This is an optimization exercise on Yosys and OpenROAD, whose aim is small area, a short achievable clock period and few clock cycles per item, not a production implementation. The RTL was checked by simulation tests, not by an equivalence proof against the original design. Power and IR drop assume default switching activity.

job 101:
Design lzdec, start of the top module:
module lzdec (
    input  wire        clk,
    input  wire        rst,             
    input  wire        cmd_valid,
    output wire        cmd_ready,
    input  wire        cmd_kind,        
    input  wire        cmd_len_known,
    input  wire        cmd_cap_en,
    input  wire [15:0] cmd_src_len,
    input  wire [31:0] cmd_skip,
    input  wire [31:0] cmd_take,
    input  wire [31:0] cmd_max_out,
    input  wire [7:0]  cmd_fill,
    input  wire        in_valid,
    input  wire [7:0]  in_data,
    output wire        in_ready,
    output wire        out_valid,
    output wire [7:0]  out_data,
    input  wire        out_ready,
    output wire        done,
    output wire [2:0]  err,
    output wire        win_we,
    output wire [11:0] win_waddr,
    output wire [7:0]  win_wdata,
    output wire [11:0] win_raddr,
    input  wire [7:0]  win_rdata
);
For scale: ~280 flip-flops, roughly 190 I/O pins, roughly 21,000 um2 of cells after synthesis.
Settings: LEC_CHECK=0, ABC_AREA=1, ABC_CLOCK_PERIOD_IN_PS=3500, CAP_MARGIN=0, CORE_MARGIN=2, CORE_UTILIZATION=60, SETUP_SLACK_MARGIN=1.5, SLEW_MARGIN=0; clock period 6.0 ns.
standard.sh (not shown) runs the stock make flow with config.mk's settings and CLKGATE_MAP_FILE= SYNTH_SCRIPT=/design/flow/synth_recipe.tcl, a recipe that flattens the netlist after the stock synthesis.
==> flow/flow/run.sh <==
#!/bin/bash
# The standard layout, with the port buffers that buffer_ports inserts made of
# plain buffers (buf_2) instead of the delay-buffer cell it picks by default.
set -euo pipefail
export BUFFER_PORTS_ARGS="-buffer_cell sky130_fd_sc_hd__buf_2"
bash standard.sh > standard_flow.log 2>&1
Job 101: flow completed, timing, DRC and antenna clean
Testbench counts of job 101, summed over its fixed seeds: cycles 579,604, bytes 529,560.
Input-level comparison between job 102 and job 101:
- removing ABC_AREA (formerly 1)
==> comparison <==
Looking only at number of gates on the worst path with buffers counted, and setting everything else aside, the higher value of job 101 and job 102 goes to job 101.
Cmp job 102 vs job 101: vertical die dimension lower in job 102
Cmp job 101 and job 102 / actual transition at the worst max-transition pin / higher: job 102


lzdec, a different RTL version from the one above (not shown whole).
Size in the first run: about 2200 cells after synthesis, roughly 190 I/O pins.
## lzdec
module lzdec (
    input  wire        clk,
    input  wire        rst,             
    input  wire        cmd_valid,
    output wire        cmd_ready,
    input  wire        cmd_kind,        
    input  wire        cmd_len_known,
    input  wire        cmd_cap_en,
    input  wire [15:0] cmd_src_len,
    input  wire [31:0] cmd_skip,
    input  wire [31:0] cmd_take,
    input  wire [31:0] cmd_max_out,
    input  wire [7:0]  cmd_fill,
    input  wire        in_valid,
    input  wire [7:0]  in_data,
    output wire        in_ready,
    output wire        out_valid,
    output wire [7:0]  out_data,
    input  wire        out_ready,
    output wire        done,
    output wire [2:0]  err,
    output wire        win_we,
    output wire [11:0] win_waddr,
    output wire [7:0]  win_wdata,
    output wire [11:0] win_raddr,
    input  wire [7:0]  win_rdata
);
Settings: LEC_CHECK=0, ABC_CLOCK_PERIOD_IN_PS=3000, CAP_MARGIN=0, CORE_MARGIN=2, CORE_UTILIZATION=55, SETUP_SLACK_MARGIN=2.5, SLEW_MARGIN=0; clock period 6.0 ns.
Scripts as last shown in full above: flow/flow/run.sh
The baseline completed without violations.
Testbench counts at the start, summed over its fixed seeds: cycles 594,718, bytes 529,560.
==> next run, changes <==
--- a/flow/config.mk
+++ b/flow/config.mk
@@ -6,8 +6,8 @@
 export NUM_CORES = 4
 export LEC_CHECK = 0
-export ABC_CLOCK_PERIOD_IN_PS = 3000
+export ABC_CLOCK_PERIOD_IN_PS = 3500
 export CAP_MARGIN = 0
 export CORE_MARGIN = 2
 export CORE_UTILIZATION = 55
-export SETUP_SLACK_MARGIN = 2.5
+export SETUP_SLACK_MARGIN = 2.0
 export SLEW_MARGIN = 0
Effect:
- via count came out lower by a few percent
- sequential power is about the same
- routed wire length came out lower by roughly a tenth
- die area stays the same
- combinational power came out lower by about a fifth
- global-route usage came out lower by 1.5 points


Setup of build 86:
lzdec, a different RTL version from the one above (not shown whole).
Size: roughly 2200 cells after synthesis, roughly 280 flip-flops, about 190 I/O pins, about 20000 µm² of cells after synthesis.
clock: 6.0 ns
lec_check: 0
abc_clock_period_in_ps: 3500
cap_margin: 0
core_margin: 2
core_utilization: 60
cts_buf_list: sky130_fd_sc_hd__clkbuf_4 sky130_fd_sc_hd__clkbuf_8
cts_cluster_diameter: 60
cts_cluster_size: 30
setup_slack_margin: 1.5
slew_margin: 0
Scripts as last shown in full above: flow/flow/run.sh
Testbench counts of build 86, summed over its fixed seeds: cycles 593,582, bytes 529,560.
The inputs of trial 77 differ from those of build 86 as listed below.
# build 86
export LEC_CHECK = 0
export ABC_CLOCK_PERIOD_IN_PS = 3500
export CAP_MARGIN = 0
export CORE_MARGIN = 2
export CORE_UTILIZATION = 60
export CTS_BUF_LIST = sky130_fd_sc_hd__clkbuf_4 sky130_fd_sc_hd__clkbuf_8
export CTS_CLUSTER_DIAMETER = 60
export CTS_CLUSTER_SIZE = 30
export SETUP_SLACK_MARGIN = 1.5
export SLEW_MARGIN = 0
create_clock -name core_clock -period 6.0 [get_ports {clk}]
# trial 77
export LEC_CHECK = 0
export ABC_CLOCK_PERIOD_IN_PS = 3500
export CAP_MARGIN = 0
export CORE_MARGIN = 2
export CORE_UTILIZATION = 60
export SETUP_SLACK_MARGIN = 1.5
export SLEW_MARGIN = 0
create_clock -name core_clock -period 6.0 [get_ports {clk}]
==> results.txt <==
The lower number of clock-tree buffers in the layout of trial 77 and build 86 is in build 86. Build 86 → trial 77: count of non-filler cells in the finished layout down 0.59%; finished layout cell area was more or less identical; register-to-register slack now larger; number of nets in the layout saw a decrease. Portion of total power attributed to combinational logic (higher): build 86. The minimum clock period after layout of trial 77 was superior to that of build 86. The final reports for trial 77 and build 86 show met2 usage in global routing lower in the former. From trial 77 to build 86, register area share after synthesis did not move at all. In the metrics for trial 77 and build 86, the one carrying the higher met3 layer usage reported by global route is trial 77.

afterwards: timing with drivers on the ports:
The results above use ideal ports. As a check the final layouts listed here were re-extracted and re-timed, cells and wires unchanged.
Step 1, drivers: a clkbuf_16 drives clk and a buf_2 each remaining input, both assumed.
Step 2, shift: input delay + t, output delay - t, t = (earliest + latest rising clock arrival at the registers) / 2. This alone moves slack from input paths to output paths.
Slacks: ideal / step 1 / step 2; pairs: ideal / step 1.
| run | t, ns | setup slack, ns | clock arrival spread, ns | cell pins on the clock port's net |
|---|---|---|---|---|
| job 101 | 0.591 | 0.881 / 0.822 / 1.083 | 0.016 / 0.015 | 1 |
| job 102 | 0.559 | 0.706 / 0.654 / 0.807 | 0.010 / 0.009 | 1 |
| the first run of note 2 | 0.605 | 1.851 / 1.793 / 1.629 | 0.024 / 0.025 | 1 |
| the second run of note 2 | 0.595 | 1.853 / 1.796 / 1.615 | 0.018 / 0.019 | 1 |
| build 86 | 0.673 | 1.299 / 1.248 / 1.281 | 0.026 / 0.026 | 1 |
| trial 77 | 0.631 | 1.323 / 1.266 / 1.186 | 0.023 / 0.023 | 1 |
After both steps setup and hold are still met in every run listed. The setup slack of the second run of note 2, which loses most, moves by -0.057 ns with the drivers and by -0.238 ns with both steps.
